Background: an optimization exercise with open tools, aiming at small area and few clock cycles. Do not read the settings as production practice. In this exercise RTL edits were held to simulation tests only and were not proved equivalent to the original.

==> flow/design.v (excerpt) <==
module slmp_record (
    input  wire        clk,
    input  wire        rst,
    input  wire        cmd_valid,
    output wire        cmd_ready,
    input  wire [7:0]  cmd_op,
    input  wire [15:0] cmd_n,
    input  wire        in_valid,
    output wire        in_ready,
    input  wire [23:0] in_data,
    output wire        out_valid,
    input  wire        out_ready,
    output wire [5:0]  out_field,
    output wire [2:0]  out_kind,
    output wire [31:0] out_data,
    output reg         done,
    output reg  [3:0]  st_err,
    output reg  [3:0]  st_sub,
    output reg  [15:0] olen,
    output reg  [15:0] res
);
    localparam [7:0] OP_LAYOUT = 8'h60;
    localparam [7:0] OP_SIZEOF = 8'h61;
    localparam [7:0] OP_DEC    = 8'h62;
    localparam [2:0] C_OK      = 3'd0;
    localparam [2:0] C_UNSUP   = 3'd1;   
    localparam [2:0] C_MISSING = 3'd2;   
    localparam [2:0] C_WCOUNT  = 3'd3;   
    localparam [2:0] C_NOLAY   = 3'd4;   
    localparam [2:0] C_ILLEGAL = 3'd5;   
    localparam [2:0] C_FLIMIT  = 3'd6;   
    localparam [2:0] C_LSIZE   = 3'd7;   
    localparam [1:0] ST_IDLE   = 2'd0;
    localparam [1:0] ST_LAYOUT = 2'd1;
    localparam [1:0] ST_DEC    = 2'd2;
    reg [1:0]  state;
    reg        done_q;
    reg [2:0]  code;
    reg [6:0]  olen_q;
    reg [15:0] res_q;
    reg [15:0] ring [0:63];
    reg        sa_v, sb_v;    
    reg [5:0]  sa_i, sb_i;
    reg [1:0]  sa_l, sb_l;
    reg [7:0]  p0_lo, p0_hi;  
    reg [7:0]  np_lo, np_hi;  
    reg        lt_valid;
    reg [5:0]  lt_last;       
    reg [15:0] lt_size;       
    reg [5:0]  fi;            
    reg [15:0] rem;           
    reg        last;          
    reg        h;             
    reg [2:0]  kind;          
    reg        lastf;         
    reg [15:0] hold;          
    reg [1:0]  l_err;         
    reg        big;           
    wire in_lay = (state == ST_LAYOUT);
    wire in_dec = (state == ST_DEC);
    wire [15:0] word = in_data[15:0];
    wire k_b   = (kind == 3'd1);
    wire k_i16 = (kind == 3'd2);
  ...
clock: 6.0 ns
lec_check: 0
cap_margin: 20
core_margin: 2
core_utilization: 55
cts_buf_list: sky130_fd_sc_hd__clkbuf_16
cts_cluster_diameter: 60
cts_cluster_size: 30
slew_margin: 20
run.sh (not shown) runs the stock make flow with config.mk's settings and CLKGATE_MAP_FILE= SYNTH_SCRIPT=/design/flow/synth_recipe.tcl, a recipe that flattens the netlist after the stock synthesis.
Testbench counts at the start, summed over its fixed seeds: cycles 21,641.
Change:
--- a/flow/design.v
+++ b/flow/design.v
@@ -44,60 +44,66 @@
     reg [1:0]  sa_l, sb_l;
     reg [7:0]  p0_lo, p0_hi;  
     reg [7:0]  np_lo, np_hi;  
     reg        lt_valid;
     reg [5:0]  lt_last;       
     reg [15:0] lt_size;       
     reg [5:0]  fi;            
     reg [15:0] rem;           
     reg        last;          
     reg        h;             
     reg [2:0]  kind;          
     reg        lastf;         
-    reg [15:0] hold;          
+    reg [15:0] bw;            
+    reg        bv;            
+    reg [7:0]  hb;            
     reg [1:0]  l_err;         
     reg        big;           
     wire in_lay = (state == ST_LAYOUT);
     wire in_dec = (state == ST_DEC);
     wire [15:0] word = in_data[15:0];
     wire k_b   = (kind == 3'd1);
     wire k_i16 = (kind == 3'd2);
     wire k_u16 = (kind == 3'd3);
     wire k_32  = (kind[2:1] == 2'b10);
     wire k_s   = (kind == 3'd6);
+    wire [15:0] cw  = bv ? bw : word;
+    wire        cwv = bv || in_valid;
+    wire        s_hi = k_s && h && !last;    
     reg dv, dr;         
     always @(*) begin
-        if (k_s && h && !last) begin
-            dv = 1'b1;      dr = 1'b0;
-        end else if (k_32 && !h) begin
-            dv = 1'b0;      dr = 1'b1;
+        if (s_hi) begin
+            dv = 1'b1;            dr = !bv;
+        end else if (k_32) begin
+            dv = bv && in_valid;  dr = !bv || out_ready;
         end else begin
-            dv = in_valid;  dr = out_ready;
+            dv = cwv;             dr = !bv || out_ready;
         end
     end
     wire in_move  = in_valid && in_ready;
     wire out_move = out_valid && out_ready;
     wire c_move   = in_dec && out_move;                  
-    wire f_end    = in_dec && (k_s ? (last && (h ? in_move : out_move)) : out_move);
+    wire f_end    = in_dec && (k_s ? (last && out_move) : out_move);
     wire d_done   = f_end && lastf;
+    wire bypass   = !bv && out_move && !s_hi && !k_32;
     wire wslot0 = np_lo[0] && np_hi[0];
     assign out_valid = in_dec && dv;
     assign in_ready  = in_lay ? (big || wslot0) : (in_dec && dr);
     assign cmd_ready = (state == ST_IDLE) || d_done;
     assign out_field = fi;
     assign out_kind  = kind;
-    assign out_data[31:16] = k_32 ? word : (k_i16 ? {16{word[15]}} : 16'd0);
-    assign out_data[15:8]  = k_32 ? hold[15:8] : ((k_i16 || k_u16) ? word[15:8] : 8'd0);
-    assign out_data[7:1]   = (k_32 || (k_s && h)) ? hold[7:1] : (k_b ? 7'd0 : word[7:1]);
-    assign out_data[0]     = (k_32 || (k_s && h)) ? hold[0] : (k_b ? (word != 16'd0) : word[0]);
+    assign out_data[31:16] = k_32 ? word : (k_i16 ? {16{cw[15]}} : 16'd0);
+    assign out_data[15:8]  = (k_32 || k_i16 || k_u16) ? cw[15:8] : 8'd0;
+    assign out_data[7:1]   = (k_s && h) ? hb[7:1] : (k_b ? 7'd0 : cw[7:1]);
+    assign out_data[0]     = (k_s && h) ? hb[0] : (k_b ? (cw != 16'd0) : cw[0]);
     wire        nx_more = in_dec && !lastf;
     wire [5:0]  nx_f    = nx_more ? fi + 6'd1 : 6'd0;
     reg  [15:0] raw, grp;
     integer g, j;
     always @(*) begin
         raw = 16'd0;
         for (g = 0; g < 8; g = g + 1) begin
             grp = 16'd0;
             for (j = 0; j < 8; j = j + 1)
                 grp = grp | (ring[8 * g + j] & {16{np_lo[j]}});
             raw = raw | (grp & {16{np_hi[g]}});
         end
@@ -202,32 +208,35 @@
                     else begin
                         case (l_err_next)
                             2'd1: code <= C_UNSUP;
                             2'd2: code <= C_MISSING;
                             2'd3: code <= C_LSIZE;
                             default: code <= C_OK;
                         endcase
                         lt_valid <= (l_err_next == 2'd0);
                     end
                 end
             end
             if (in_dec) begin
-                if (k_32 && !h) begin
-                    if (in_valid) begin
-                        hold <= word;
-                        h    <= 1'b1;
-                    end
-                end else if (k_s && c_move) begin
+                if (k_32 && bv) begin
+                    if (out_move)
+                        bv <= 1'b0;
+                end else if (in_move && !bypass) begin
+                    bw <= word;
+                    bv <= 1'b1;
+                end else if (bv && out_move && !s_hi)
+                    bv <= 1'b0;
+                if (k_s && c_move) begin
                     if (!h)
-                        hold[7:0] <= word[15:8];
+                        hb <= cw[15:8];
                     h    <= !h;
                     rem  <= rem_dec;
                     last <= (rem == 16'd2);
                 end
                 if (d_done) begin
                     state  <= ST_IDLE;
                     code   <= C_OK;
                     olen_q <= {1'b0, lt_last} + 7'd1;
                 end
             end
             if (start) begin
                 fi    <= nx_f;
@@ -273,24 +282,25 @@
                         end else
                             code <= C_NOLAY;
                     end
                     OP_DEC: begin
                         if (!dec_go) begin
                             state  <= ST_IDLE;
                             done_q <= 1'b1;
                             olen_q <= 7'd0;
                             code   <= !lt_valid ? C_NOLAY :
                                       (cmd_n != lt_size) ? C_WCOUNT : C_OK;
                         end else
                             state <= ST_DEC;
+                        bv <= 1'b0;
                     end
                     default: begin
                         state  <= ST_IDLE;
                         done_q <= 1'b1;
                         olen_q <= 7'd0;
                         code   <= C_ILLEGAL;
                     end
                 endcase
             end
         end
     end
 endmodule
Result: The changed run ran to the end with no violations; final area went up by 0.95%; first-iteration DRC count climbs by 19%; count of clock-buffer cells in the layout stays the same; via count came out higher by 2.7%; synthesized cell count is higher by 2.1%; utilization went down by 0.52 points.
Testbench counts after the change, summed over its fixed seeds: cycles 21,097.

[separate check: timing with driven ports]
How much do the figures lean on ideal ports? The routed layouts below were timed once more, with nothing changed but the port constraints. Step 1 sets driving cells, clkbuf_16 on the clock port and buf_2 on the other inputs (assumed; they add their load-dependent delay and slew). Step 2 times the ports against the registers' clock, not the clock port: input delays grow and output delays shrink by t, the midpoint of the rising clock arrivals with the driver on. Three values: ideal, step 1, step 2; two values: the first two.
| run | t (ns) | slack for setup (ns) | hold WS [ns] | clock arrival spread, ns | slew at the worst register clock pin (ns) |
|---|---|---|---|---|---|
| the first run | 0.705 | 0.898 / 0.936 / 0.232 | 0.339 / 0.339 / 0.339 | 0.053 / 0.053 | 0.11 / 0.11 |
| the second run | 0.708 | 1.120 / 1.086 / 0.581 | 0.330 / 0.330 / 0.330 | 0.031 / 0.031 | 0.11 / 0.11 |
After both steps setup and hold are still met in every run listed. For the first run, which loses most, drivers alone change the setup slack by +0.038 ns; drivers and shift together by -0.666 ns.
